What follows belongs to an exercise in optimizing a design on an open flow for small area, a short achievable clock period and few clock cycles; a production flow would make more cautious choices.
Where RTL was checked, it was by simulation tests only, not by an equivalence proof against the original.
For run 1, only the layout was checked, not whether the RTL still works.
Power figures rest on the tool's default switching activity, not on a simulated workload.

## flow/flow/run.sh

```bash
#!/bin/bash
set -euo pipefail
bash standard.sh SETUP_SLACK_MARGIN=5.7 finish > standard.log 2>&1
```

## flow/standard.sh

```bash
#!/bin/bash
# synth_recipe.tcl (not shown) runs the flow's synth.tcl, then flattens the netlist and writes it again
# the make line also repeats each setting of config.mk as NAME=value (left out here)
make -C /OpenROAD-flow-scripts/flow DESIGN_CONFIG=/design/flow/config.mk WORK_HOME=/design/flow/orfs CLKGATE_MAP_FILE= SYNTH_SCRIPT=/design/flow/synth_recipe.tcl "${@:-finish}"
```

## flow/config.mk

```make
export PLATFORM = sky130hd
export DESIGN_NAME = dfwt_core
export DESIGN_NICKNAME = dfwt_core
export VERILOG_FILES = /design/flow/design.v
export SDC_FILE = /design/flow/constraint.sdc
export NUM_CORES = 4
export LEC_CHECK = 0
export CAP_MARGIN = 20
export CORE_MARGIN = 2
export CORE_UTILIZATION = 40
export SETUP_SLACK_MARGIN = 5
export SLEW_MARGIN = 20
```

## flow/constraint.sdc

```tcl
create_clock -name core_clock -period 9.0 [get_ports {clk}]
set_input_delay 1.8000 -clock core_clock [delete_from_list [all_inputs] [get_ports {clk}]]
set_output_delay 1.8000 -clock core_clock [all_outputs]
set_load 0.01 [all_outputs]
```

## flow/design.v

```verilog
module dfwt_ser (
    input  wire        clk,
    input  wire        rst,
    input  wire        push,
    input  wire [1:0]  push_kind,
    input  wire [31:0] push_val,
    output wire        free,       
    output wire        idle,       
    input  wire        tr_reset,   
    output reg         gate,
    output reg  [31:0] timestep,
    output wire        out_valid,
    input  wire        out_ready,
    output wire [7:0]  out_byte
);
    reg        qv0, qv1;
    reg [7:0]  q0, q1;
    assign out_valid = qv0;
    assign out_byte  = q0;
    localparam K_NONE = 2'd0, K_FLUX = 2'd1, K_BYTE = 2'd2, K_WIDX = 2'd3;
    reg [1:0]  kind;
    reg [31:0] t;
    reg        big, ge2, nz;
    function [23:0] inc24(input [23:0] x);
        integer i, j;
        reg c, p;
        begin
            c = 1'b1;
            for (j = 0; j < 6; j = j + 1) begin
                p = c;
                for (i = 0; i < 4; i = i + 1) begin
                    inc24[4*j+i] = x[4*j+i] ^ p;
                    p = p & x[4*j+i];
                end
                c = c & (&x[4*j +: 4]);
            end
        end
    endfunction
    function [23:0] dec24(input [23:0] x);
        integer i, j;
        reg c, p;
        begin
            c = 1'b1;
            for (j = 0; j < 6; j = j + 1) begin
                p = c;
                for (i = 0; i < 4; i = i + 1) begin
                    dec24[4*j+i] = x[4*j+i] ^ p;
                    p = p & ~x[4*j+i];
                end
                c = c & ~(|x[4*j +: 4]);
            end
        end
    endfunction
    wire is_flux = (kind == K_FLUX);
    wire is_widx = (kind == K_WIDX);
    wire has     = (kind != K_NONE);
    wire        lo_z   = (t[6:0] == 7'd0);
    wire [6:0]  dec_lo = t[6:0] - 7'd1;
    wire [23:0] dec_hi = dec24(t[31:8]);
    wire [31:0] t_129  = lo_z ? {dec_hi, t[7], 7'h7F}
                              : (t[7] ? {t[31:8], 1'b0, dec_lo} : {dec_hi, 1'b1, dec_lo});
    wire        hi9_nz = (t[31:9] != 23'd0);
    wire        gt258  = hi9_nz || (t[8] && (t[7:2] != 6'd0 || t[1:0] == 2'd3));   
    wire        ge131  = hi9_nz || t[8] || (t[7] && (t[6:2] != 5'd0 || t[1:0] == 2'd3));  
    wire [5:0]  widx_k = big ? 6'd63 : t[5:0];
    wire [15:0] t_widx = t[15:0] - {10'd0, widx_k};
    wire        gt126  = (t[15:7] != 9'd0) || (t[6:0] == 7'h7F);                 
    wire        p_hi_z = (push_val[31:8] == 24'd0);
    wire        p_big  = (push_kind == K_WIDX) ? (push_val[15:6] != 10'd0)
                                               : (!p_hi_z || (push_val[7] && push_val[6:1] != 6'd0));
    wire        p_ge2  = !p_hi_z || (push_val[7:1] != 7'd0);
    wire        p_nz   = p_ge2 || push_val[0];
    reg [7:0] nbyte;
    always @(*) begin
        case (kind)
            K_FLUX: begin
                if (big)      nbyte = 8'hFF;
                else if (ge2) nbyte = {1'b1, t[6:0] - 7'd2};
                else if (nz)  nbyte = {7'd0, gate};
                else          nbyte = 8'h02;
            end
            K_BYTE:  nbyte = t[7:0];
            default: nbyte = {2'b01, widx_k};
        endcase
    end
    wire [7:0] inc = q0[7] ? {1'b0, q0[6:0]} + 8'd2
                           : {7'd0, (q0[7:2] == 6'd0)};
    wire [8:0] ts_lo = {1'b0, timestep[7:0]} + {1'b0, inc};
    reg        ts_c;
    wire take   = qv0 && out_ready;
    wire ld_out = has && !qv1;           
    wire last   = is_flux ? !nz : is_widx ? !big : 1'b1;
    assign free = !has || (ld_out && last);
    assign idle = !has && !qv0 && !ts_c;
    always @(posedge clk) begin
        if (rst) begin
            kind      <= K_NONE;
            qv0       <= 1'b0;
            qv1       <= 1'b0;
            gate      <= 1'b0;
            timestep  <= 32'd0;
            ts_c      <= 1'b0;
        end else begin
            if (ts_c)
                timestep[31:8] <= inc24(timestep[31:8]);
            ts_c <= 1'b0;
            if (take) begin
                timestep[7:0] <= ts_lo[7:0];
                ts_c          <= ts_lo[8];
            end
            if (take) begin
                qv1 <= 1'b0;
                if (!qv1) qv0 <= ld_out;
                else      qv1 <= ld_out;
            end else if (ld_out) begin
                if (!qv0) qv0 <= 1'b1;
                else      qv1 <= 1'b1;
            end
            if (ld_out && kind == K_BYTE && !t[5]) gate <= t[0];
            if (tr_reset) begin
                gate     <= 1'b0;
                timestep <= 32'd0;
            end
            if (push)
                kind <= push_kind;
            else if (ld_out && last)
                kind <= K_NONE;
        end
        if (take || !qv0)
            q0 <= qv1 ? q1 : nbyte;
        if (qv0 && (take ? qv1 : !qv1))
            q1 <= nbyte;
        if (push) begin
            t   <= push_val;
            big <= p_big;
            ge2 <= p_ge2;
            nz  <= p_nz;
        end else if (ld_out) begin
            if (is_widx) begin
                t   <= {16'd0, t_widx};
                big <= gt126;
            end else if (big) begin
                t   <= t_129;
                big <= gt258;
                ge2 <= ge131;
                nz  <= 1'b1;
            end else begin
                t   <= 32'd0;
                ge2 <= 1'b0;
                nz  <= 1'b0;
            end
        end
    end
endmodule
module dfwt_core (
    input  wire        clk,
    input  wire        rst,
    input  wire        op_valid,
    output wire        op_ready,
    input  wire [3:0]  op_code,
    input  wire [31:0] op_arg,
    input  wire [5:0]  op_len,
    output wire        out_valid,
    input  wire        out_ready,
    output wire [7:0]  out_byte,
    output wire        busy,
    output wire [15:0] crc,
    output wire [31:0] timestep,
    output wire        gate
);
    localparam OP_CRC_INIT  = 4'h0, OP_CRC_RESET = 4'h1, OP_CRC_BYTE = 4'h2,
               OP_MFM       = 4'h3, OP_FM        = 4'h4, OP_RAW      = 4'h5,
               OP_MFM_CRC   = 4'h6, OP_CONFIG    = 4'h7, OP_FLUSH    = 4'h8,
               OP_BT_RESET  = 4'h9, OP_WRGATE    = 4'hA, OP_FLUX     = 4'hB,
               OP_WAIT_IDX  = 4'hC, OP_STOP      = 4'hD, OP_TR_RESET = 4'hE;
    localparam S_IDLE = 2'd0, S_CELLS = 2'd1, S_PAD = 2'd2, S_EXEC = 2'd3;
    localparam K_FLUX = 2'd1, K_BYTE = 2'd2, K_WIDX = 2'd3;
    function [15:0] crc_byte(input [15:0] c, input [7:0] b);
        integer i;
        reg [15:0] x;
        begin
            x = c ^ {b, 8'h00};
            for (i = 0; i < 8; i = i + 1)
                x = x[15] ? ((x << 1) ^ 16'h1021) : (x << 1);
            crc_byte = x;
        end
    endfunction
    reg [1:0]  state;
    reg [15:0] crc_cur, crc_init;
    reg        last_bit;
    reg [14:0] half_r;
    reg [7:0]  precomp_r;
    reg [31:0] cell_buf;
    reg [4:0]  idx;       
    reg        enc;       
    reg        fm;
    reg [1:0]  pad_cnt;
    reg [3:0]  x_code;
    reg [5:0]  sr;
    reg [2:0]  warm;      
    reg [15:0] fw_lo, fw_hi;
    reg [1:0]  fw_c;
    reg        fw_b;
    reg        pend;      
    reg        zb;        
    reg        mp, mm;    
    reg        busy_r;
    reg        crc_pend;  
    wire       ser_free, ser_idle;
    reg        push, tr_reset;
    reg [1:0]  push_kind;
    reg [31:0] push_val;
    dfwt_ser u_ser (
        .clk(clk), .rst(rst),
        .push(push), .push_kind(push_kind), .push_val(push_val),
        .free(ser_free), .idle(ser_idle), .tr_reset(tr_reset),
        .gate(gate), .timestep(timestep),
        .out_valid(out_valid), .out_ready(out_ready), .out_byte(out_byte)
    );
    assign op_ready = (state == S_IDLE);
    assign busy     = busy_r;
    assign crc      = crc_cur;
    wire op_fire = op_valid && op_ready;
    wire [15:0] crc_nx  = crc_byte(crc_cur, cell_buf[7:0]);
    wire [15:0] crc_now = crc_pend ? crc_nx : crc_cur;
    wire [4:0] sel   = enc ? {1'b0, idx[4:1]} : idx;
    wire       d     = cell_buf[sel];
    wire       clkc  = fm | ~(last_bit | d);
    wire       cbit  = (state == S_CELLS) && ((enc && idx[0]) ? clkc : d);
    wire       lowering = (state == S_CELLS) || (state == S_PAD);
    wire       real_x   = warm[2];
    wire       judge    = real_x && sr[3];
    wire       step     = lowering && !(judge && !ser_free);
    wire [1:0]  fw_d    = fw_c - {1'b0, fw_b};
    wire [15:0] fw_hr   = fw_hi + {{14{fw_d[1]}}, fw_d};
    wire [31:0] fw_val  = {fw_hr, fw_lo};
    wire [16:0] pmx     = mm ? {9'h0FF, ~precomp_r} : mp ? {9'd0, precomp_r} : 17'd0;
    wire [16:0] lo_b    = zb ? 17'd0 : {1'b0, fw_lo};
    wire [16:0] hf      = {2'd0, half_r};
    wire [16:0] cs_s    = lo_b ^ pmx ^ hf;
    wire [16:0] cs_c    = (lo_b & pmx) | (lo_b & hf) | (pmx & hf);
    wire [17:0] lo_sum  = {1'b0, cs_s} + {cs_c, mm};
    wire [4:0]  w_next  = {sr[3:0], cbit};
    wire        real_n  = warm[2] || (warm[1:0] == 2'd3);
    wire flush_op = (op_code[3] && (op_code != 4'hF)) || (op_code == OP_CONFIG);
    always @(*) begin
        push      = 1'b0;
        push_kind = K_FLUX;
        push_val  = cell_buf;
        tr_reset  = 1'b0;
        if (state == S_EXEC) begin
            case (x_code)
                OP_WRGATE:   begin push = ser_free; push_kind = K_BYTE; push_val = {31'd0, cell_buf[0]}; end
                OP_FLUX:     push = ser_free;
                OP_WAIT_IDX: begin push = ser_free && (cell_buf[15:0] != 16'd0); push_kind = K_WIDX; push_val = {16'd0, cell_buf[15:0]}; end
                OP_STOP:     begin push = ser_free; push_kind = K_BYTE; push_val = 32'h3F; end
                OP_TR_RESET: tr_reset = ser_idle;
                default: ;
            endcase
        end else if (step && judge) begin
            push     = 1'b1;
            push_val = fw_val;
        end
    end
    always @(posedge clk) begin
        if (rst) begin
            state     <= S_IDLE;
            crc_cur   <= 16'hFFFF;
            crc_init  <= 16'hFFFF;
            last_bit  <= 1'b0;
            half_r    <= 15'd200;
            precomp_r <= 8'd0;
            sr        <= 6'd0;
            warm      <= 3'd0;
            pend      <= 1'b0;
            zb        <= 1'b1;
            mp        <= 1'b0;
            mm        <= 1'b0;
            busy_r    <= 1'b0;
            crc_pend  <= 1'b0;
        end else begin
            if (crc_pend) crc_cur <= crc_nx;
            crc_pend <= 1'b0;
            busy_r <= (state != S_IDLE) || op_fire || !ser_idle;
            case (state)
                S_IDLE: if (op_fire) begin
                    case (op_code)
                        OP_CRC_INIT: begin
                            crc_cur  <= op_arg[15:0];
                            crc_init <= op_arg[15:0];
                        end
                        OP_CRC_RESET: crc_cur <= crc_init;
                        OP_CRC_BYTE:  crc_pend <= 1'b1;
                        OP_MFM, OP_FM: begin
                            crc_pend <= op_arg[8];
                            state    <= S_CELLS;
                        end
                        OP_RAW: if (!op_len[5] || (op_len[4:0] == 5'd0)) begin
                            last_bit <= op_arg[0];
                            if (op_len != 6'd0) state <= S_CELLS;
                        end
                        OP_MFM_CRC: state <= S_CELLS;
                        OP_BT_RESET: begin
                            last_bit <= 1'b0;
                            state    <= pend ? S_PAD : S_EXEC;
                        end
                        default: if (flush_op)
                            state <= pend ? S_PAD : S_EXEC;
                    endcase
                end
                S_EXEC: begin
                    case (x_code)
                        OP_CONFIG: begin
                            half_r    <= cell_buf[15:1];
                            precomp_r <= cell_buf[23:16];
                            state     <= S_IDLE;
                        end
                        OP_WRGATE, OP_FLUX, OP_STOP:
                            if (ser_free) state <= S_IDLE;
                        OP_WAIT_IDX:
                            if (ser_free || cell_buf[15:0] == 16'd0) state <= S_IDLE;
                        OP_TR_RESET:
                            if (ser_idle) state <= S_IDLE;
                        default: state <= S_IDLE;
                    endcase
                end
                default: ;
            endcase
            if (step) begin
                sr   <= {sr[4:0], cbit};
                pend <= 1'b1;
                zb   <= !real_n || sr[2];
                mp   <= (w_next == 5'b00101);
                mm   <= (w_next == 5'b10100);
                if (!real_x)
                    warm <= warm + 3'd1;
                if (state == S_CELLS) begin
                    if (enc && !idx[0]) last_bit <= d;
                    if (idx == 5'd0) state <= S_IDLE;
                end else if (pad_cnt == 2'd3) begin
                    sr    <= 6'd0;
                    warm  <= 3'd0;
                    pend  <= 1'b0;
                    zb    <= 1'b1;
                    mp    <= 1'b0;
                    mm    <= 1'b0;
                    state <= S_EXEC;
                end
            end
        end
        if (step) begin
            fw_lo <= lo_sum[15:0];
            fw_hi <= zb ? 16'd0 : fw_hr;
            fw_c  <= lo_sum[17:16];
            fw_b  <= mm;
        end
        if (state == S_IDLE && op_fire) begin
            x_code   <= op_code;
            pad_cnt  <= 2'd0;
            enc      <= (op_code != OP_RAW);
            fm       <= (op_code == OP_FM);
            cell_buf <= (op_code == OP_MFM_CRC) ? {16'd0, crc_now} : op_arg;
            idx      <= (op_code == OP_RAW) ? op_len[4:0] - 5'd1 :
                        (op_code == OP_MFM_CRC) ? 5'd31 : 5'd15;
        end else if (step) begin
            idx     <= idx - 5'd1;
            pad_cnt <= pad_cnt + 2'd1;
        end
    end
endmodule
```

==> reports/results.txt, run 1 <==
die height - 199 microns
Setup crit end - u_ser.nz$_DFFE_PP_
Crit Path Class - reg2reg
vias in the first global route - 12.1k
minimum clock period - 3660 ps
Max Fclk - 273 MHz
Crit path buffers/inverters - 4
Seq/Total Area, Yosys - 40.2%
crit path launch - fw_c[0]$_DFFE_PN_
PortBufs - 105
number of vias per cell - 5.48
yosys warns - 2
initial DRC count - 748
Syn Std Cell Area - 15,200 sq um
Global Route Usage Sum - 20.4%
Final Slew Violations - 0
placed wire-length estimate - 28,300 microns
Critical Path Fanout Max - 7
Reg2Reg Depth - 15
DRC errors left - 0
CTS buffer count - 30
ratio of cells with drive above 1 in the final layout - 13.3%
Rel. slew slack - 34.9%
status - complete, no violations
endpoint class of the critical path - register
diode count - 0
worst-path cell chain - inv_2 > ha_4 > xor2_4 > buf_12 > buf_6 > fa_2 > a21o_4 > a21oi_2 > xnor2_2 > or3_1 > o211ai_1 > o2111ai_2 > nor4_4 > buf_4 > a32oi_1
CP peak stage delay - 410 ps
DRT antenna net count - 0
GRT overflow - 0
post-synthesis register bit count - 240
largest net degree at the start of global routing - 55
cell count after synthesis - 1,649
final WL - 41,200 microns
HP Class - reg2reg
core area - 37,500 sq um
vias after detailed routing - 12.6k
CTS tree - built
Non-Filler Instances - 2,297
Clock Skews - 26.4 ps
Worst path slowest cell - edfxtp_1
mean post-synth cell area - 9.20 sq um
R2R Path End - u_ser.nz$_DFFE_PP_
Netlist cell types - 78
final setup margin - 5340 ps
die area - 39,500 sq um
WP data required - 9280 ps
worst-case vdd ir drop - 0.139 mV
clk root buf - clkbuf_16
DR pass1 iterations - 5
htree depth - 1
max-cap violation count - 0
Final Util - 49.9%
Initial Util - 40.5%
post-route setup TNS - 0 ps
Top FF cell, synth - edfxtp_1
initial antenna violation count - 0
wire per inst - 17.9 microns
RSZ-0062 raised after global routing - yes
GP Congestion - 0.822
CTS Hold Buffers Added - 0
syn nets - 1,808
I/O Pins - 106
Longest Clk Path Bufs - 3
Nets - 1,921
CTS Sinks - 240
number of flops mapped to enable cells by yosys - 129
worst slack at placement - 4000 ps
Tcrit/Tclk final - 40.7%
startpoint types - register
R2R setup slack - 5340 ps
final setup fails - 0
P_leak - 7.30 nW
Worst-path clk slew - 60 ps
Die W - 199 microns
crit-path leading delay family - compound AO/OA/AOI/OAI gates
first-pass GRT wire length - 64,800 microns
Synth-to-Final Area Change - 23.3%
critical path arrival - 3940 ps
R2R Path Start - fw_c[0]$_DFFE_PN_
Hold Vio Cnt, Final - 0
Tightest Pin Transition - 969 ps
placed insts - 2,193
Core Rows - 71
FFs w/ async S/R, synth - 0%
CP Depth - 15
Fin Hold WS - 458 ps
clock latency on the worst-skew pair - 570 ps
power per cell area - 187 nW/um^2
[cell usage after synthesis, types with 5 or more instances]
library cell,number,area [sq um]
a221oi_1,10,87.6
o21bai_1,7,52.6
mux4_1,8,210
nand3_1,47,235
ha_1,95,1190
and2_1,27,169
buf_1,6,22.5
a31oi_1,9,56.3
dfxtp_1,111,2220
a311oi_1,5,43.8
nand4_1,12,75.1
a21oi_1,114,571
or4_1,7,52.6
or3_1,19,119
nor2b_1,24,150
nand2_1,197,739
clkbuf_1,75,282
a21o_1,12,90.1
and3_1,22,138
a22oi_1,6,45.0
mux2_2,17,191
xor2_1,37,324
o211ai_1,23,173
nand2b_1,33,206
a21boi_0,5,37.5
o21ai_0,95,475
edfxtp_1,129,3870
xnor2_1,61,534
nor3_1,40,200
nor4_1,16,100
fa_1,18,360
a211oi_1,17,128
mux2i_1,46,460
o22ai_1,10,62.6
inv_1,90,338
o21a_1,6,45.0
nor2_1,118,443
o31ai_1,9,67.6
[how the worst min path moves through the flow]
| stage | start | to | slack (ps) | cells past startpoint |
|---|---|---|---|---|
| 4_1_cts | mp$_SDFFE_PP0N_ | mp$_SDFFE_PP0N_ | 450 | 2 |
| 6_report | half_r[5]$_SDFFE_PP0P_ | half_r[5]$_SDFFE_PP0P_ | 460 | 2 |
| 3_3_place_gp | mp$_SDFFE_PP0N_ | mp$_SDFFE_PP0N_ | 430 | 2 |
| 2_1_floorplan | mp$_SDFFE_PP0N_ | mp$_SDFFE_PP0N_ | 420 | 2 |
| 3_5_place_dp | mp$_SDFFE_PP0N_ | mp$_SDFFE_PP0N_ | 440 | 2 |
| 5_1_grt | half_r[5]$_SDFFE_PP0P_ | half_r[5]$_SDFFE_PP0P_ | 470 | 2 |
[through the flow]
step | cell area, sq um | total power, mW
2_1_floorplan | 15300 | 1.88
3_5_place_dp | 16700 | 2.11
6_report | 18700 | 3.49
3_3_place_gp | 16700 | 2.10
5_1_grt | 18700 | 3.65
4_1_cts | 18200 | 3.40
[metal layers]
| metal | wire length (microns) | up-vias | global-route usage, % |
|---|---|---|---|
| li1 | - | 6139 | - |
| met1 | 18300 | 6036 | 27.4 |
| met2 | 19900 | 344 | 34.7 |
| met3 | 2100 | 59 | 2.46 |
| met4 | 971 | 0 | 5.58 |
| met5 | 0 | - | 0 |
[cell families (layout without fill, tap and decap cells)]
| group | after synthesis | in the layout | share of synthesized area (%) |
|---|---|---|---|
| AND/OR/NAND/NOR | 584 | 585 | 18.6 |
| buffers and inverters | 179 | 315 | 4.53 |
| multiplexers | 76 | 76 | 6.25 |
| flip-flops | 240 | 240 | 40.2 |
| AO/OA/AOI/OAI | 359 | 359 | 14.6 |
| adder cells (fa/ha/maj) | 113 | 113 | 10.2 |
| XOR/XNOR | 98 | 98 | 5.66 |
[final cells by class]
type | count | area [sq um]
Sequential cell | 240 | 6110
Clock inverter | 18 | 170
Tap cell | 511 | 639
Fill cell | 3507 | 18800
Clock buffer | 38 | 821
Multi-Input combinational cell | 1231 | 9040
Inverter | 93 | 357
Timing Repair Buffer | 164 | 1560
Timing Repair inverter | 2 | 12.5
[sequential cells by signal, indices dropped and copies added (netlist names), 5 cells and up]
signal          flops
crc_cur            16
fw_hi              16
cell_buf           32
u_ser.q0            8
half_r             15
crc_init           16
idx                 5
u_ser.q1            8
u_ser.t            32
u_ser.timestep     32
fw_lo              16
precomp_r           8
[power by group]
group          switching (mW)  internal, mW
logic                   0.525         0.430
registers              0.0806          1.25
clock network           0.478         0.725
[layout by cell type, fill, tap and decap left out, drive strengths merged, types with 48 or more instances in the layout]
cell type / count
ha: 95
xnor2: 61
mux2i: 50
a21oi: 114
nor2: 119
nand3: 48
buf: 58
inv: 91
nand2: 197
dfxtp: 111
edfxtp: 129
o21ai: 100
[worst register-to-register path, delay by kind of cell, from the launching register on]
family / cells / cell delay (ps)
compound gates: 5 / 1020
simple gates: 2 / 650
buf+inv: 4 / 510
fa+ha+maj: 2 / 510
flops: 1 / 410
xor+xnor: 2 / 280
[what timing repair did]
action	in CTS	in global routing
gates resized for setup	113	64
setup buffers	27	16
pin swaps	30	34
endpoints found under the setup margin	214	95
gates cloned	3	2
==> inputs of run 2 (changes only) <==
--- a/flow/design.v
+++ b/flow/design.v
@@ -4,6 +4,9 @@
     input  wire        push,
     input  wire [1:0]  push_kind,
     input  wire [31:0] push_val,
+    input  wire        push_big,   
+    input  wire        push_ge2,   
+    input  wire        push_nz,    
     output wire        free,       
     output wire        idle,       
     input  wire        tr_reset,   
@@ -65,11 +68,6 @@
     wire [5:0]  widx_k = big ? 6'd63 : t[5:0];
     wire [15:0] t_widx = t[15:0] - {10'd0, widx_k};
     wire        gt126  = (t[15:7] != 9'd0) || (t[6:0] == 7'h7F);                 
-    wire        p_hi_z = (push_val[31:8] == 24'd0);
-    wire        p_big  = (push_kind == K_WIDX) ? (push_val[15:6] != 10'd0)
-                                               : (!p_hi_z || (push_val[7] && push_val[6:1] != 6'd0));
-    wire        p_ge2  = !p_hi_z || (push_val[7:1] != 7'd0);
-    wire        p_nz   = p_ge2 || push_val[0];
     reg [7:0] nbyte;
     always @(*) begin
         case (kind)
@@ -132,9 +130,9 @@
             q1 <= nbyte;
         if (push) begin
             t   <= push_val;
-            big <= p_big;
-            ge2 <= p_ge2;
-            nz  <= p_nz;
+            big <= push_big;
+            ge2 <= push_ge2;
+            nz  <= push_nz;
         end else if (ld_out) begin
             if (is_widx) begin
                 t   <= {16'd0, t_widx};
@@ -145,7 +143,6 @@
                 ge2 <= ge131;
                 nz  <= 1'b1;
             end else begin
-                t   <= 32'd0;
                 ge2 <= 1'b0;
                 nz  <= 1'b0;
             end
@@ -210,9 +207,11 @@
     reg        push, tr_reset;
     reg [1:0]  push_kind;
     reg [31:0] push_val;
+    reg        push_big, push_ge2, push_nz;
     dfwt_ser u_ser (
         .clk(clk), .rst(rst),
         .push(push), .push_kind(push_kind), .push_val(push_val),
+        .push_big(push_big), .push_ge2(push_ge2), .push_nz(push_nz),
         .free(ser_free), .idle(ser_idle), .tr_reset(tr_reset),
         .gate(gate), .timestep(timestep),
         .out_valid(out_valid), .out_ready(out_ready), .out_byte(out_byte)
@@ -242,17 +241,30 @@
     wire [17:0] lo_sum  = {1'b0, cs_s} + {cs_c, mm};
     wire [4:0]  w_next  = {sr[3:0], cbit};
     wire        real_n  = warm[2] || (warm[1:0] == 2'd3);
+    wire        hr_z    = (fw_d == 2'd0) ? (fw_hi == 16'h0000) :
+                          (fw_d == 2'd1) ? (fw_hi == 16'hFFFF) :
+                          (fw_d == 2'd3) ? (fw_hi == 16'h0001) : 1'b0;
+    wire        fw_hz   = hr_z && (fw_lo[15:8] == 8'd0);
+    wire        fw_big  = !fw_hz || (fw_lo[7] && fw_lo[6:1] != 6'd0);
+    wire        fw_ge2  = !fw_hz || (fw_lo[7:1] != 7'd0);
+    wire        cb_hz   = (cell_buf[31:8] == 24'd0);
+    wire        cb_big  = !cb_hz || (cell_buf[7] && cell_buf[6:1] != 6'd0);
+    wire        cb_ge2  = !cb_hz || (cell_buf[7:1] != 7'd0);
+    wire        cb_wbig = (cell_buf[15:6] != 10'd0);
     wire flush_op = (op_code[3] && (op_code != 4'hF)) || (op_code == OP_CONFIG);
     always @(*) begin
         push      = 1'b0;
         push_kind = K_FLUX;
         push_val  = cell_buf;
         tr_reset  = 1'b0;
+        push_big  = cb_big;
+        push_ge2  = cb_ge2;
+        push_nz   = cb_ge2 || cell_buf[0];
         if (state == S_EXEC) begin
             case (x_code)
                 OP_WRGATE:   begin push = ser_free; push_kind = K_BYTE; push_val = {31'd0, cell_buf[0]}; end
                 OP_FLUX:     push = ser_free;
-                OP_WAIT_IDX: begin push = ser_free && (cell_buf[15:0] != 16'd0); push_kind = K_WIDX; push_val = {16'd0, cell_buf[15:0]}; end
+                OP_WAIT_IDX: begin push = ser_free && (cell_buf[15:0] != 16'd0); push_kind = K_WIDX; push_val = {16'd0, cell_buf[15:0]}; push_big = cb_wbig; end
                 OP_STOP:     begin push = ser_free; push_kind = K_BYTE; push_val = 32'h3F; end
                 OP_TR_RESET: tr_reset = ser_idle;
                 default: ;
@@ -260,6 +272,9 @@
         end else if (step && judge) begin
             push     = 1'b1;
             push_val = fw_val;
+            push_big = fw_big;
+            push_ge2 = fw_ge2;
+            push_nz  = fw_ge2 || fw_lo[0];
         end
     end
     always @(posedge clk) begin
==> flow/flow/run.sh (replaced) <==
#!/bin/bash
set -euo pipefail
bash standard.sh SETUP_SLACK_MARGIN=6.0 "BUFFER_PORTS_ARGS=-buffer_cell sky130_fd_sc_hd__buf_1" finish > standard.log 2>&1
--- a/flow/config.mk
+++ b/flow/config.mk
@@ -7,6 +7,6 @@
 export LEC_CHECK = 0
 export CAP_MARGIN = 20
 export CORE_MARGIN = 2
-export CORE_UTILIZATION = 40
+export CORE_UTILIZATION = 55
 export SETUP_SLACK_MARGIN = 5
 export SLEW_MARGIN = 20
==> run 2 against run 1 <==
Against the previous run: hold slack worse by 1.2 ps; sequential share of layout area increased by 1.4 points; synthesized area decreased by 0.21%; routed wire length is 1.1% higher; final area shrank 4.0%; final cell count shrank 6.9%; critical path depth fell by 1; combinational power shrank 11%; synthesized cell count fell by 0.18%; via count is 1.1% higher; critical path type unchanged; critical endpoint is now fw_lo[13]$_DFFE_PN_; largest cell class unchanged.
==> reports/results.txt, run 2 <==
largest family of logic cells by synthesized area - simple AND/OR/NAND/NOR gates
PortBufs - 105 (unchanged)
Syn Std Cell Area - 15,100 sq um (-0.21%)
Simple-Gate Fraction of Synth Area - 19.9% (+1.3 points)
vias in the first global route - 12.0k (-0.86%)
number of flops mapped to enable cells by yosys - 129 (unchanged)
GRT overflow - 0 (unchanged)
htree depth - 1 (unchanged)
Clock Skews - 20.7 ps (-5.62 ps)
cell count after synthesis - 1,646 (-0.18%)
most frequent cells in the layout - nand2_1, nor2_1, edfxtp_1
Longest Clk Path Bufs - 3 (unchanged)
Final Util - 66.6% (+17 points)
Top Registers - cell_buf: 32 flops, u_ser.t: 32 flops, u_ser.timestep: 32 flops
Tcrit/Tclk final - 36.2% (-4.5 points)
post-synthesis mux area share - 5.39% (-0.86 points)
CTS tree - built
minimum clock period - 3260 ps (-401 ps)
wire per inst - 19.5 microns (+8.6%)
Max Fclk - 307 MHz (+12%)
top cells by area, synth - edfxtp_1, dfxtp_1, ha_1
synthesized-area fraction occupied by adder cells - 10.2% (-0.062 points)
Post-Synth XOR/XNOR Area - 5.15% (-0.51 points)
Post-synth top cells - nand2_1, nor2_1, edfxtp_1
power per cell area - 195 nW/um^2 (+4.3%)
GP Congestion - 0.890 (+8.2%)
most frequent cell on the critical path - buf_6
Top FF cell, synth - edfxtp_1
HP Class - reg2reg
critical path arrival - 3560 ps (-380 ps)
CP Depth - 14 (-1)
Nets - 1,934 (+0.68%)
Non-Filler Instances - 2,139 (-6.9%)
status - complete, no violations
worst-path cell chain - nor2b_4 > mux2i_2 > fa_1 > inv_2 > ha_4 > buf_6 > a21o_1 > and4_4 > o311a_4 > o2111ai_4 > buf_6 > a31oi_1 > nor3_1 > nor2_1
post-route setup TNS - 0 ps (unchanged)
Worst path slowest cell - fa_1
placed wire-length estimate - 28,600 microns (+1.2%)
most common cell after layout, fill and taps aside - nand2_1
CTS Hold Buffers Added - 0 (unchanged)
Synth-to-Final Area Change - 18.6%
Die W - 170 microns (-15%)
DR pass1 iterations - 5 (unchanged)
initial antenna violation count - 0 (unchanged)
yosys warns - 2 (unchanged)
Hold Path Depth - 2 (unchanged)
DRC errors left - 0 (unchanged)
final WL - 41,700 microns (+1.1%)
max-cap violation count - 0 (unchanged)
vias after detailed routing - 12.7k (+1.1%)
clock latency on the worst-skew pair - 570 ps (about the same)
Synth area leader - edfxtp_1
final setup fails - 0 (unchanged)
die area - 28,900 sq um (-27%)
Tightest Pin Transition - 1060 ps (+87.4 ps)
Worst-path clk slew - 60 ps (about the same)
P_leak - 6.79 nW (-7.0%)
RSZ-0062 raised after global routing - yes
most common cell in the netlist - nand2_1
DRT antenna net count - 0 (unchanged)
FFs w/ async S/R, synth - 0% (unchanged)
Compound-Gate Fraction of Synth Area - 14.6% (+0.038 points)
WP data required - 9300 ps (+20 ps)
startpoint types - register
Crit Path Class - reg2reg
syn nets - 1,804 (-0.22%)
mean post-synth cell area - 9.20 sq um (about the same)
crit-path leading delay family - compound AO/OA/AOI/OAI gates
die height - 170 microns (-15%)
Reg2Reg Depth - 14 (-1)
I/O Pins - 106 (unchanged)
Critical Path Fanout Max - 6 (-1)
Core Rows - 60 (-15%)
Initial Util - 56.2% (+16 points)
Crit path buffers/inverters - 3 (-1)
core area - 27,000 sq um (-28%)
CP peak stage delay - 560 ps (+150 ps)
CTS Sinks - 240 (unchanged)
largest net degree at the start of global routing - 80 (+45%)
Netlist cell types - 74 (-5.1%)
post-synthesis register bit count - 240 (unchanged)
ratio of cells with drive above 1 in the final layout - 14.3% (+1.1 points)
Hold Vio Cnt, Final - 0 (unchanged)
Yosys top cell area share - 25.6% (+0.053 points)
endpoint class of the critical path - register
worst-case vdd ir drop - 0.167 mV (+20%)
Final Slew Violations - 0 (unchanged)
number of vias per cell - 5.94 (+8.5%)
Rel. slew slack - 29.0% (-5.9 points)
placed insts - 2,022 (-7.8%)
diode count - 0 (unchanged)
first-pass GRT wire length - 65,000 microns (+0.31%)
initial DRC count - 1,039 (+39%)
Seq/Total Area, Yosys - 40.3% (+0.083 points)
CTS buffer count - 28 (-6.7%)
clk root buf - clkbuf_16
Global Route Usage Sum - 28.5% (+8.0 points)
## run 2: cell types whose count changed in the layout (fill, tap and decap cells not counted), moves of 14 or more
| cell | delta |
|---|---|
| buf_1 | +94 |
| nor2_1 | +35 |
| clkdlybuf4s50_1 | -45 |
| mux2i_1 | +17 |
| nand2b_1 | -18 |
| a21oi_1 | -27 |
| o211ai_1 | -18 |
| o21ai_0 | -43 |
| nor2b_1 | +18 |
| o21ai_1 | +14 |
| dlygate4sd2_1 | -46 |
| a211o_1 | +16 |
## run 2: worst min-delay path, stage by stage (launching register included)
cell,delay (ps)
dfxtp_1,310
nand2_1,50
a21oi_1,50
## run 2: cell families after synthesis
logic type               Yosys count
AO/OA/AOI/OAI                    330
XOR/XNOR                          89
adder cells (fa/ha/maj)          112
buffers and inverters            173
flip-flops                       240
multiplexers                      75
AND/OR/NAND/NOR                  627
## run 2: final timing paths
path	from	to	slack, ps
setup / recovery	mm$_SDFFE_PP0N_	fw_lo[13]$_DFFE_PN_	5740
hold / removal	half_r[8]$_SDFFE_PP0P_	half_r[8]$_SDFFE_PP0P_	460
setup reg to reg	mm$_SDFFE_PP0N_	fw_lo[13]$_DFFE_PN_	5740
hold reg to reg	half_r[8]$_SDFFE_PP0P_	half_r[8]$_SDFFE_PP0P_	460
## run 2: report_power, final
part           internal [mW]  total, mW  switching [mW]
logic                  0.363      0.848           0.486
clock network          0.809       1.28           0.475
registers               1.25       1.36           0.109
total                   2.43       3.50            1.07
## run 2: final cells by class
| type | instances | area (sq um) |
|---|---|---|
| fillers | 2232 | 9000 |
| multi-input cells | 1237 | 8960 |
| flip-flops and latches | 240 | 6110 |
| repair buffers | 175 | 1030 |
| clock buffers | 37 | 776 |
| well taps | 341 | 427 |
| inverters | 92 | 358 |
| clock inverters | 15 | 272 |
| repair inverters | 2 | 12.5 |
## run 2: per-stage QoR
stage | setup WS, ps | total power, mW | hold WS [ps] | instance area [sq um]
final | 5740 | 3.50 | 457 | 18000
after detailed placement | 5130 | 2.06 | 449 | 15900
after CTS | 5770 | 3.44 | 459 | 17600
after global routing | 5630 | 3.63 | 478 | 18000
after floorplan | 5660 | 1.86 | 436 | 15400
after global placement | 5180 | 2.06 | 444 | 15900
## run 2: timing repair
action,in CTS,in global routing
endpoints found under the hold margin,0,0
gates cloned,4,2
endpoints found under the setup margin,136,97
gates resized for setup,67,56
buffers inserted,39,20
pin swaps,31,36
## run 2: metal layers
metal  GRT usage [%]  share of wire [%]  vias up
met5               0                  0        -
met4            9.10                3.0        0
met1            39.8                 44     6056
li1                -                  -     6174
met2            45.9                 46      408
met3            3.95                6.6       76
Testbench counts of run 2, summed over its fixed seeds: cycles 205,357.
==> inputs of run 3 (changes only) <==
==> flow/flow/run.sh (replaced) <==
#!/bin/bash
set -euo pipefail
bash standard.sh SETUP_SLACK_MARGIN=5.7 "BUFFER_PORTS_ARGS=-buffer_cell sky130_fd_sc_hd__buf_1" finish > standard.log 2>&1
==> run 3 against run 2 <==
Against the previous run: combinational power shrank 12%; largest cell class unchanged; largest power group unchanged; critical path depth shrank 11; worst setup slack gained 30 ps; critical endpoint is now op_ready; total power shrank 8.9%; first-iteration DRC count shrank 5.7%; hold slack lost 2.9 ps; fmax grew 0.94%.
==> reports/results.txt, run 3 <==
placed wire-length estimate - 28,800 microns (+0.57%)
Reg power frac - 42.9% (+3.9 points)
RSZ-0062 raised after global routing - yes
DRC errors left - 0 (unchanged)
Clk network pwr share - 33.7% (-3.0 points)
post-route setup TNS - 0 ps (unchanged)
mean post-synth cell area - 9.20 sq um (unchanged)
worst-case vdd ir drop - 0.155 mV (-7.5%)
Net Sw Frac - 31.5% (+0.89 points)
Post-synth top cells - nand2_1, nor2_1, edfxtp_1
Setup crit end - op_ready
Netlist cell types - 74 (unchanged)
Crit Path Class - reg2out
Yosys top cell area share - 25.6% (unchanged)
Final Util - 63.3% (-3.3 points)
crit path launch - state[1]$_SDFF_PP0_
final WL - 40,100 microns (-3.9%)
most common cell after layout, fill and taps aside - nand2_1
R2R Path Start - mp$_SDFFE_PP0N_
Synth area leader - edfxtp_1
Top Registers - cell_buf: 32 flops, u_ser.t: 32 flops, u_ser.timestep: 32 flops
startpoint types - register
core area - 27,000 sq um (unchanged)
R2R Path End - fw_lo[15]$_DFFE_PN_
minimum clock period - 3230 ps (-30.3 ps)
most frequent cells in the layout - nand2_1, nor2_1, edfxtp_1
Seq/Total Area, Yosys - 40.3% (unchanged)
Critical Path Fanout Max - 6 (unchanged)
P_sw - 1.00 mW (-6.3%)
Reg2Reg Depth - 13 (-1)
cell count after synthesis - 1,646 (unchanged)
critical path arrival - 1430 ps (-2130 ps)
Global Route Usage Sum - 27.4% (-1.1 points)
Longest Clk Path Bufs - 3 (unchanged)
number of flops mapped to enable cells by yosys - 129 (unchanged)
Worst path slowest cell - dfxtp_1
vias after detailed routing - 12.4k (-2.9%)
initial antenna violation count - 0 (unchanged)
Hold Path Depth - 2 (unchanged)
clk root buf - clkbuf_16
P_leak - 6.41 nW (-5.6%)
GP Congestion - 0.935 (+5.1%)
Logic pwr share - 23.3% (-1.0 points)
number of vias per cell - 5.90 (-0.72%)
final setup fails - 0 (unchanged)
syn nets - 1,804 (unchanged)
Tcrit/Tclk final - 35.9% (-0.34 points)
status - complete, no violations
Initial Util - 56.2% (unchanged)
post-synthesis register bit count - 240 (unchanged)
largest net degree at the start of global routing - 45 (-44%)
wire per inst - 19.1 microns (-1.8%)
CTS Hold Buffers Added - 0 (unchanged)
Synth-to-Final Area Change - 12.7%
clock latency on the worst-skew pair - 540 ps (-30 ps)
ratio of cells with drive above 1 in the final layout - 8.90% (-5.4 points)
CP peak stage delay - 320 ps (-240 ps)
htree depth - 1 (unchanged)
Top FF cell, synth - edfxtp_1
yosys warns - 2 (unchanged)
diode count - 0 (unchanged)
I/O Pins - 106 (unchanged)
die height - 170 microns (unchanged)
vias in the first global route - 11.4k (-4.6%)
PortBufs - 105 (unchanged)
CTS tree - built
CTS buffer count - 27 (-3.6%)
max-cap violation count - 0 (unchanged)
Core Rows - 60 (unchanged)
CTS Sinks - 240 (unchanged)
Rel. slew slack - 29.2% (+0.13 points)
Nets - 1,890 (-2.3%)
HP Class - reg2reg
worst-path cell chain - inv_1 > ha_1 > buf_1
endpoint class of the critical path - output port
Syn Std Cell Area - 15,100 sq um (unchanged)
DR pass1 iterations - 5 (unchanged)
GRT overflow - 0 (unchanged)
first-pass GRT wire length - 62,600 microns (-3.7%)
initial DRC count - 980 (-5.7%)
DRT antenna net count - 0 (unchanged)
top cells by area, synth - edfxtp_1, dfxtp_1, ha_1
Die W - 170 microns (unchanged)
R2R setup slack - 5780 ps (+40 ps)
most common cell in the netlist - nand2_1
Final Slew Violations - 0 (unchanged)
Tightest Pin Transition - 1050 ps (-1.96 ps)
Worst-path clk slew - 60 ps (about the same)
filler cell count - 2,305 (+3.3%)
die area - 28,900 sq um (unchanged)
Hold Vio Cnt, Final - 0 (unchanged)
power per cell area - 187 nW/um^2 (-4.2%)
Max Fclk - 310 MHz (+0.94%)
internal power - 2.18 mW (-10%)
Clock Skews - 21.8 ps (+1.07 ps)
FFs w/ async S/R, synth - 0% (unchanged)
WP data required - 7200 ps (-2100 ps)
## run 3: cell counts after synthesis
Identical to the previous run, type by type.
## run 3: per-stage QoR
| step | instances | setup slack (ps) | total power [mW] | hold WS (ps) | cell area (sq um) |
|---|---|---|---|---|---|
| after floorplan | 1646 | 5670 | 1.84 | 436 | 15200 |
| after global placement | 2023 | 4840 | 2.04 | 443 | 15800 |
| after detailed placement | 2023 | 4660 | 2.05 | 450 | 15800 |
| after CTS | 2081 | 5700 | 3.14 | 458 | 16800 |
| after global routing | 2093 | 5610 | 3.32 | 473 | 17100 |
| final | 2093 | 5770 | 3.18 | 454 | 17100 |
## run 3: power groups by stage
stage,logic [mW],clock network [mW],registers [mW]
final,0.743,1.07,1.37
after global routing,0.819,1.13,1.37
after CTS,0.687,1.09,1.36
after detailed placement,0.665,0,1.39
after global placement,0.659,0,1.38
after floorplan,0.513,0,1.33
## run 3: worst min path at each step
| stage | from | end |
|---|---|---|
| 6_report | half_r[2]$_SDFFE_PP0P_ | half_r[2]$_SDFFE_PP0P_ |
| 3_3_place_gp | half_r[8]$_SDFFE_PP0P_ | half_r[8]$_SDFFE_PP0P_ |
| 4_1_cts | half_r[2]$_SDFFE_PP0P_ | half_r[2]$_SDFFE_PP0P_ |
| 5_1_grt | half_r[2]$_SDFFE_PP0P_ | half_r[2]$_SDFFE_PP0P_ |
| 2_1_floorplan | half_r[0]$_SDFFE_PP0P_ | half_r[0]$_SDFFE_PP0P_ |
| 3_5_place_dp | half_r[2]$_SDFFE_PP0P_ | half_r[2]$_SDFFE_PP0P_ |
## run 3: cells by family after synthesis
| logic type | count (synthesis) | share of synthesized area (%) |
|---|---|---|
| buf+inv | 173 | 4.55 |
| fa+ha+maj | 112 | 10.2 |
| xor+xnor | 89 | 5.15 |
| flops | 240 | 40.3 |
| compound gates | 330 | 14.6 |
| mux | 75 | 5.39 |
| simple gates | 627 | 19.9 |
## run 3: area by class of cell
type                    instances  area [sq um]  area share, %
clock buffers                  39           782           4.58
multi-input cells            1233          8670           50.8
well taps                     341           427           2.50
repair buffers                137           647           3.79
repair inverters                1          7.51         0.0440
flip-flops and latches        240          6100           35.8
inverters                      92           353           2.07
clock inverters                10          75.1          0.440
## run 3: critical path: cells and delay by family, from the launching register on
family	cells	cell delay [ps]
buffers and inverters	2	260
DFF	1	320
adders and majority gates	1	300
## run 3: routing by layer
layer  routed length, microns  global-route usage (%)  part of all wire [%]  vias to the layer above
li1                         -                       -                     -                     6071
met1                    18500                    39.8                    46                     5878
met2                    18400                    43.4                    46                      357
met3                     2360                    3.58                   5.9                       45
met4                      828                    7.06                   2.1                        0
met5                        0                       0                     0                        -
## run 3: what timing repair did
item	4_1_cts	5_1_grt
pin swaps	4	21
gates cloned	1	0
buffers inserted	8	12
setup endpoints to repair	96	79
resized for setup	23	45
==> inputs of run 4 (changes only) <==
==> flow/flow/run.sh (replaced) <==
#!/bin/bash
set -euo pipefail
bash standard.sh SETUP_SLACK_MARGIN=5.7 \
  "BUFFER_PORTS_ARGS=-buffer_cell sky130_fd_sc_hd__buf_1" \
  "CTS_ARGS=-sink_clustering_enable -repair_clock_nets -dont_use_dummy_load" \
  finish > standard.log 2>&1
==> run 4 against run 3 <==
Against the previous run: still clean; global-route usage fell by 0.18 points; non-clock buffer count increased by 3; sequential power about the same; critical path depth stayed put; via count rose by 0.40%; fmax down 0.10%; synthesized area unchanged; hold slack lost 0.59 ps; synthesized cell count unchanged; combinational power hardly changed; flip-flop and latch count did not move; worst setup slack got worse by 3.4 ps; largest cell class unchanged.
==> reports/results.txt, run 4 <==
die height - 170 microns (unchanged)
Synth-to-Final Area Change - 11.8%
first-pass GRT wire length - 62,000 microns (-0.94%)
post-route setup TNS - 0 ps (unchanged)
minimum clock period - 3230 ps (+3.39 ps)
yosys warns - 2 (unchanged)
ratio of cells with drive above 1 in the final layout - 8.66% (-0.25 points)
core area - 27,000 sq um (unchanged)
critical hold path startpoint - half_r[2]$_SDFFE_PP0P_
placed wire-length estimate - 28,800 microns (unchanged)
Critical Path Fanout Max - 6 (unchanged)
Crit Path Class - reg2out
initial antenna violation count - 0 (unchanged)
Top FF cell, synth - edfxtp_1
Hold Vio Cnt, Final - 0 (unchanged)
Placed Area - 15,800 sq um (unchanged)
Initial Util - 56.2% (unchanged)
power per cell area - 180 nW/um^2 (-3.6%)
DRC errors left - 0 (unchanged)
syn nets - 1,804 (unchanged)
Worst path slowest cell - dfxtp_1
crit path launch - state[1]$_SDFF_PP0_
max-cap violation count - 0 (unchanged)
GP Congestion - 0.935 (unchanged)
Seq/Total Area, Yosys - 40.3% (unchanged)
Longest Clk Path Bufs - 3 (unchanged)
final WL - 40,000 microns (about the same)
Post-synth top cells - nand2_1, nor2_1, edfxtp_1
HP Class - reg2reg
FFs w/ async S/R, synth - 0% (unchanged)
vias in the first global route - 11.4k (-0.14%)
Tcrit/Tclk final - 35.9% (+0.038 points)
clk root buf - clkbuf_16
CP peak stage delay - 320 ps (about the same)
mean post-synth cell area - 9.20 sq um (unchanged)
Rel. slew slack - 23.7% (-5.5 points)
post-synthesis register bit count - 240 (unchanged)
number of flops mapped to enable cells by yosys - 129 (unchanged)
Yosys top cell area share - 25.6% (unchanged)
Die W - 170 microns (unchanged)
Clock Skews - 17.2 ps (-4.58 ps)
RSZ-0062 raised after global routing - yes
vias after detailed routing - 12.4k (+0.40%)
Nets - 1,893 (+0.16%)
Core Rows - 60 (unchanged)
most frequent cells in the layout - nand2_1, nor2_1, edfxtp_1
CTS Sinks - 240 (unchanged)
post-route cell area - 16,900 sq um (-0.85%)
Worst-path clk slew - 60 ps (about the same)
WP data required - 7200 ps (about the same)
diode count - 0 (unchanged)
number of vias per cell - 5.98 (+1.3%)
Crit path buffers/inverters - 2 (unchanged)
most common cell after layout, fill and taps aside - nand2_1
htree depth - 1 (unchanged)
R2R Path Start - mp$_SDFFE_PP0N_
Syn Std Cell Area - 15,100 sq um (unchanged)
Global Route Usage Sum - 27.2% (-0.18 points)
final setup fails - 0 (unchanged)
status - complete, no violations
Max Fclk - 309 MHz (-0.10%)
CTS buffer count - 27 (unchanged)
Top Registers - cell_buf: 32 flops, u_ser.t: 32 flops, u_ser.timestep: 32 flops
largest net degree at the start of global routing - 45 (unchanged)
endpoint class of the critical path - output port
worst-case vdd ir drop - 0.144 mV (-6.7%)
filler cell count - 2,321 (+0.69%)
Tightest Pin Transition - 1140 ps (+81.1 ps)
most common cell in the netlist - nand2_1
crit-path leading delay family - flip-flops
die area - 28,900 sq um (unchanged)
Design Power - 3.04 mW (-4.5%)
DR pass1 iterations - 5 (unchanged)
startpoint types - register
wire per inst - 19.3 microns (+0.82%)
clock latency on the worst-skew pair - 540 ps (about the same)
initial DRC count - 1,076 (+9.8%)
Synth area leader - edfxtp_1
CTS tree - built
P_leak - 6.33 nW (-1.2%)
I/O Pins - 106 (unchanged)
DRT antenna net count - 0 (unchanged)
PortBufs - 105 (unchanged)
Netlist cell types - 74 (unchanged)
critical path arrival - 1430 ps (about the same)
cell count after synthesis - 1,646 (unchanged)
Final Slew Violations - 0 (unchanged)
worst-path cell chain - inv_1 > ha_1 > buf_1
top cells by area, synth - edfxtp_1, dfxtp_1, ha_1
GRT overflow - 0 (unchanged)
## run 4: cell count changes in the layout (fill, tap and decap cells not counted), moves of 2 or more
cell,change
inv_2,+2
buf_4,+2
inv_1,-2
clkinv_1,-3
clkbuf_1,-7
clkinv_2,-5
clkbuf_8,-4
## run 4: kinds of logic (layout without fill, tap and decap cells)
| kind of cell | count (synthesis) | in the layout | share of synthesized area, % |
|---|---|---|---|
| xor gates and xnor gates | 89 | 89 | 5.15 |
| and+or+nand+nor | 627 | 627 | 19.9 |
| DFF | 240 | 240 | 40.3 |
| adders and majority gates | 112 | 112 | 10.2 |
| muxes | 75 | 75 | 5.39 |
| buffers and inverters | 173 | 260 | 4.55 |
| AOI/OAI and AO/OA | 330 | 330 | 14.6 |
## run 4: routing by layer
layer	global-route usage [%]	part of all wire, %	vias to the layer above
met1	39.4	46	5925
li1	-	-	6051
met3	3.63	6.1	55
met5	0	0	-
met2	43.0	45	369
met4	7.36	2.3	0
## run 4: worst min-delay path, cell delays in order (launching register included)
cell	delay (ps)
dfxtp_1	310
nand2_1	50
a21oi_1	50
## run 4: final timing paths
check / to / cells past startpoint / slack (ps)
max reg2reg: fw_lo[14]$_DFFE_PN_ / 14 / 5770
min reg2reg: half_r[2]$_SDFFE_PP0P_ / 2 / 450
max: op_ready / 3 / 5770
min: half_r[2]$_SDFFE_PP0P_ / 2 / 450
## run 4: layout make-up
cell class / count / area, sq um / share of cell area [%]
repair inverters: 1 / 5.00 / 0.0296
flip-flops and latches: 240 / 6100 / 36.1
clock buffers: 27 / 676 / 3.99
multi-input cells: 1233 / 8680 / 51.3
repair buffers: 140 / 677 / 4.00
well taps: 341 / 427 / 2.52
inverters: 92 / 353 / 2.09
## run 4: timing repair
action / CTS / global route
endpoints found under the setup margin: 96 / 75
hold buffers: 0 / 0
setup buffers: 7 / 15
cloned: 1 / 0
pin swaps: 6 / 24
resized for setup: 24 / 48
## run 4: per-stage QoR
step                      setup slack [ps]  hold slack, ps  cells  util, %
after floorplan                       5670             436   1646        -
after global placement                4840             443   2023     58.5
after detailed placement              4660             450   2023     58.5
after CTS                             5690             457   2058     61.5
after global routing                  5600             473   2074     62.8
final                                 5770             453   2074     62.8
## run 4: power by group
part / switching, mW / internal, mW
Combinational: 0.445 / 0.300
Clock: 0.407 / 0.522
Sequential: 0.112 / 1.25
Total: 0.964 / 2.08
==> inputs of run 5 (changes only) <==
--- a/flow/config.mk
+++ b/flow/config.mk
@@ -10,3 +10,4 @@
 export CORE_UTILIZATION = 55
 export SETUP_SLACK_MARGIN = 5
 export SLEW_MARGIN = 20
+export TNS_END_PERCENT = 30
==> run 5 against run 4 <==
Against the previous run: worst setup slack got worse by 140 ps; still clean; routed wire length shrank 0.48%; sequential share of layout area is essentially flat; highest routed layer unchanged.
==> reports/results.txt, run 5 <==
status - complete, no violations
CP peak stage delay - 480 ps (+160 ps)
CTS tree - built
most frequent cells in the layout - nand2_1, nor2_1, edfxtp_1
largest net degree at the start of global routing - 71 (+58%)
FFs w/ async S/R, synth - 0% (unchanged)
most frequent cell on the critical path - inv_1
Placed Area - 15,800 sq um (about the same)
wire per inst - 19.2 microns (-0.72%)
mean post-synth cell area - 9.20 sq um (unchanged)
Compound-Gate Fraction of Synth Area - 14.6% (unchanged)
HP Class - reg2reg
Crit Path Class - reg2reg
Max Fclk - 296 MHz (-4.3%)
Worst path slowest cell - fa_1
Simple-Gate Fraction of Synth Area - 19.9% (unchanged)
Clock Skews - 22.0 ps (+4.80 ps)
R2R setup slack - 5620 ps (-140 ps)
vias in the first global route - 11.5k (+0.82%)
post-synthesis mux area share - 5.39% (unchanged)
Top Registers - cell_buf: 32 flops, u_ser.t: 32 flops, u_ser.timestep: 32 flops
Tightest Pin Transition - 1170 ps (+36.6 ps)
Longest Clk Path Bufs - 3 (unchanged)
initial antenna violation count - 1 (+1)
htree depth - 1 (unchanged)
Tcrit/Tclk final - 37.5% (+1.6 points)
Hold Vio Cnt, Final - 0 (unchanged)
most common cell in the netlist - nand2_1
GRT overflow - 0 (unchanged)
PortBufs - 105 (unchanged)
Global Route Usage Sum - 27.0% (-0.16 points)
Post-synth top cells - nand2_1, nor2_1, edfxtp_1
syn nets - 1,804 (unchanged)
clk root buf - clkbuf_16
GP Congestion - 0.926 (-0.90%)
vias after detailed routing - 12.4k (+0.20%)
Die W - 170 microns (unchanged)
endpoint class of the critical path - register
Syn Std Cell Area - 15,100 sq um (unchanged)
most common cell after layout, fill and taps aside - nand2_1
largest family of logic cells by synthesized area - simple AND/OR/NAND/NOR gates
Rel. slew slack - 21.4% (-2.3 points)
number of flops mapped to enable cells by yosys - 129 (unchanged)
max-cap violation count - 0 (unchanged)
Core Rows - 60 (unchanged)
Final Slew Violations - 0 (unchanged)
ratio of cells with drive above 1 in the final layout - 8.06% (-0.60 points)
placed wire-length estimate - 28,700 microns (-0.18%)
WP data required - 9280 ps (+2080 ps)
minimum clock period - 3380 ps (+144 ps)
diode count - 0 (unchanged)
DRT antenna net count - 0 (unchanged)
met3 GRT Util - 3.77% (+0.14 points)
worst-path cell chain - nor2b_4 > mux2i_1 > fa_1 > inv_1 > ha_1 > inv_1 > fa_2 > nor2b_2 > o31a_1 > o21a_1 > o31ai_4 > buf_4 > a211oi_2 > o21ai_1 > nand3b_1
synthesized-area fraction occupied by adder cells - 10.2% (unchanged)
CTS Hold Buffers Added - 0 (unchanged)
first-pass GRT wire length - 62,000 microns (about the same)
yosys warns - 2 (unchanged)
power per cell area - 180 nW/um^2 (about the same)
startpoint types - register
final WL - 39,800 microns (-0.48%)
Netlist cell types - 74 (unchanged)
Synth area leader - edfxtp_1
core area - 27,000 sq um (unchanged)
DRC errors left - 0 (unchanged)
post-synthesis register bit count - 240 (unchanged)
GRT Max-Usage Layer - met2
die height - 170 microns (unchanged)
CTS buffer count - 28 (+3.7%)
met2 usage - 43.3% (+0.25 points)
worst-case vdd ir drop - 0.152 mV (+5.6%)
final setup fails - 0 (unchanged)
Post-Synth XOR/XNOR Area - 5.15% (unchanged)
Nets - 1,898 (+0.26%)
I/O Pins - 106 (unchanged)
RSZ-0062 raised after global routing - yes
Worst-path clk slew - 60 ps (about the same)
DR pass1 iterations - 5 (unchanged)
Seq/Total Area, Yosys - 40.3% (unchanged)
Initial Util - 56.2% (unchanged)
die area - 28,900 sq um (unchanged)
P_leak - 6.39 nW (+0.84%)
Critical Path Fanout Max - 7 (+1)
Yosys top cell area share - 25.6% (unchanged)
critical path arrival - 3660 ps (+2230 ps)
post-route setup TNS - 0 ps (unchanged)
Synth-to-Final Area Change - 11.8% (about the same)
post-route cell area - 16,900 sq um (about the same)
Top FF cell, synth - edfxtp_1
clock latency on the worst-skew pair - 540 ps (about the same)
initial DRC count - 1,026 (-4.6%)
top cells by area, synth - edfxtp_1, dfxtp_1, ha_1
met1 Usage GRT - 39.0% (-0.40 points)
cell count after synthesis - 1,646 (unchanged)
CTS Sinks - 240 (unchanged)
number of vias per cell - 5.98 (about the same)
==> run 5: cell counts after synthesis <==
No cell type changed its count.
==> run 5: critical path: cells and delay by family, from the launching register on <==
| family | cells | cell delay [ps] |
|---|---|---|
| DFF | 1 | 360 |
| AOI/OAI and AO/OA | 5 | 1080 |
| muxes | 1 | 120 |
| adders and majority gates | 3 | 880 |
| buffers and inverters | 3 | 280 |
| and+or+nand+nor | 3 | 370 |
==> run 5: final cells by class <==
class | instances | area [sq um]
fill | 2338 | 10000
multi-input combinational | 1233 | 8610
sequential | 240 | 6100
timing repair buffer | 144 | 721
clock buffer | 28 | 701
tap | 341 | 427
inverter | 92 | 357
timing repair inverter | 1 | 5.00
==> run 5: cells by family (layout without fill, tap and decap cells) <==
family | Yosys count | count (layout)
adders and majority gates | 112 | 112
buffers and inverters | 173 | 265
DFF | 240 | 240
AOI/OAI and AO/OA | 330 | 330
xor gates and xnor gates | 89 | 89
and+or+nand+nor | 627 | 627
muxes | 75 | 75
==> run 5: power breakdown <==
part / internal (mW) / switching (mW) / leakage, nW
clock: 0.540 / 0.412 / 0.345
combinational: 0.286 / 0.435 / 3.94
sequential: 1.25 / 0.112 / 2.10
==> run 5: per-layer routing <==
metal	part of all wire (%)	routed length [microns]
met1	45	17900
met2	46	18400
met3	6.9	2750
met4	2.0	788
met5	0	0
==> run 5: path summary, 6_finish.rpt <==
check,startpoint,cells after the start,end
max,mp$_SDFFE_PP0N_,15,fw_c[0]$_DFFE_PN_
max reg2reg,mp$_SDFFE_PP0N_,15,fw_c[0]$_DFFE_PN_
min,half_r[0]$_SDFFE_PP0P_,2,half_r[0]$_SDFFE_PP0P_
min reg2reg,half_r[0]$_SDFFE_PP0P_,2,half_r[0]$_SDFFE_PP0P_
==> run 5: through the flow <==
stage	utilization, %	hold slack [ps]	total power, mW	cells	setup slack, ps
after floorplan	-	436	1.84	1646	5640
after global placement	58.5	445	2.04	2023	4850
after detailed placement	58.5	450	2.05	2023	4720
after CTS	61.3	457	3.01	2054	5480
after global routing	62.8	485	3.17	2079	5460
final	62.8	455	3.04	2079	5620
==> run 5: timing repair <==
item	4_1_cts	5_1_grt
gates cloned	0	2
gates resized for setup	11	47
buffers inserted	3	23
pin swaps	1	25
endpoints found under the setup margin	102	111

-- what the ideal ports hide --
The flow's constraints put no driver on any port. The routed layouts listed below were extracted and timed again, unchanged, in two steps.
Step 1 sets driving cells, clkbuf_16 on the clock port and buf_2 on the other inputs (assumed; they add their load-dependent delay and slew).
Step 2, shift: input delay + t, output delay - t, t = (earliest + latest rising clock arrival at the registers) / 2. This alone moves slack from input paths to output paths.
a / b / c = ideal / step 1 / step 2; a / b = the first two.
| run | shift t [ns] | setup WS [ns] | worst data-port slew with drivers (ns) |
|---|---|---|---|
| run 1 | 0.611 | 5.339 / 5.339 / 5.230 | 0.04 |
| run 2 | 0.607 | 5.741 / 5.741 / 5.533 | 0.04 |
| run 3 | 0.580 | 5.771 / 5.722 / 5.341 | 0.04 |
| run 4 | 0.577 | 5.768 / 5.718 / 5.314 | 0.04 |
| run 5 | 0.576 | 5.624 / 5.624 / 5.089 | 0.04 |
After both steps setup and hold are still met in every run listed. The setup slack of run 5, which loses most, moves by 0.000 ns with the drivers and by -0.535 ns with both steps.
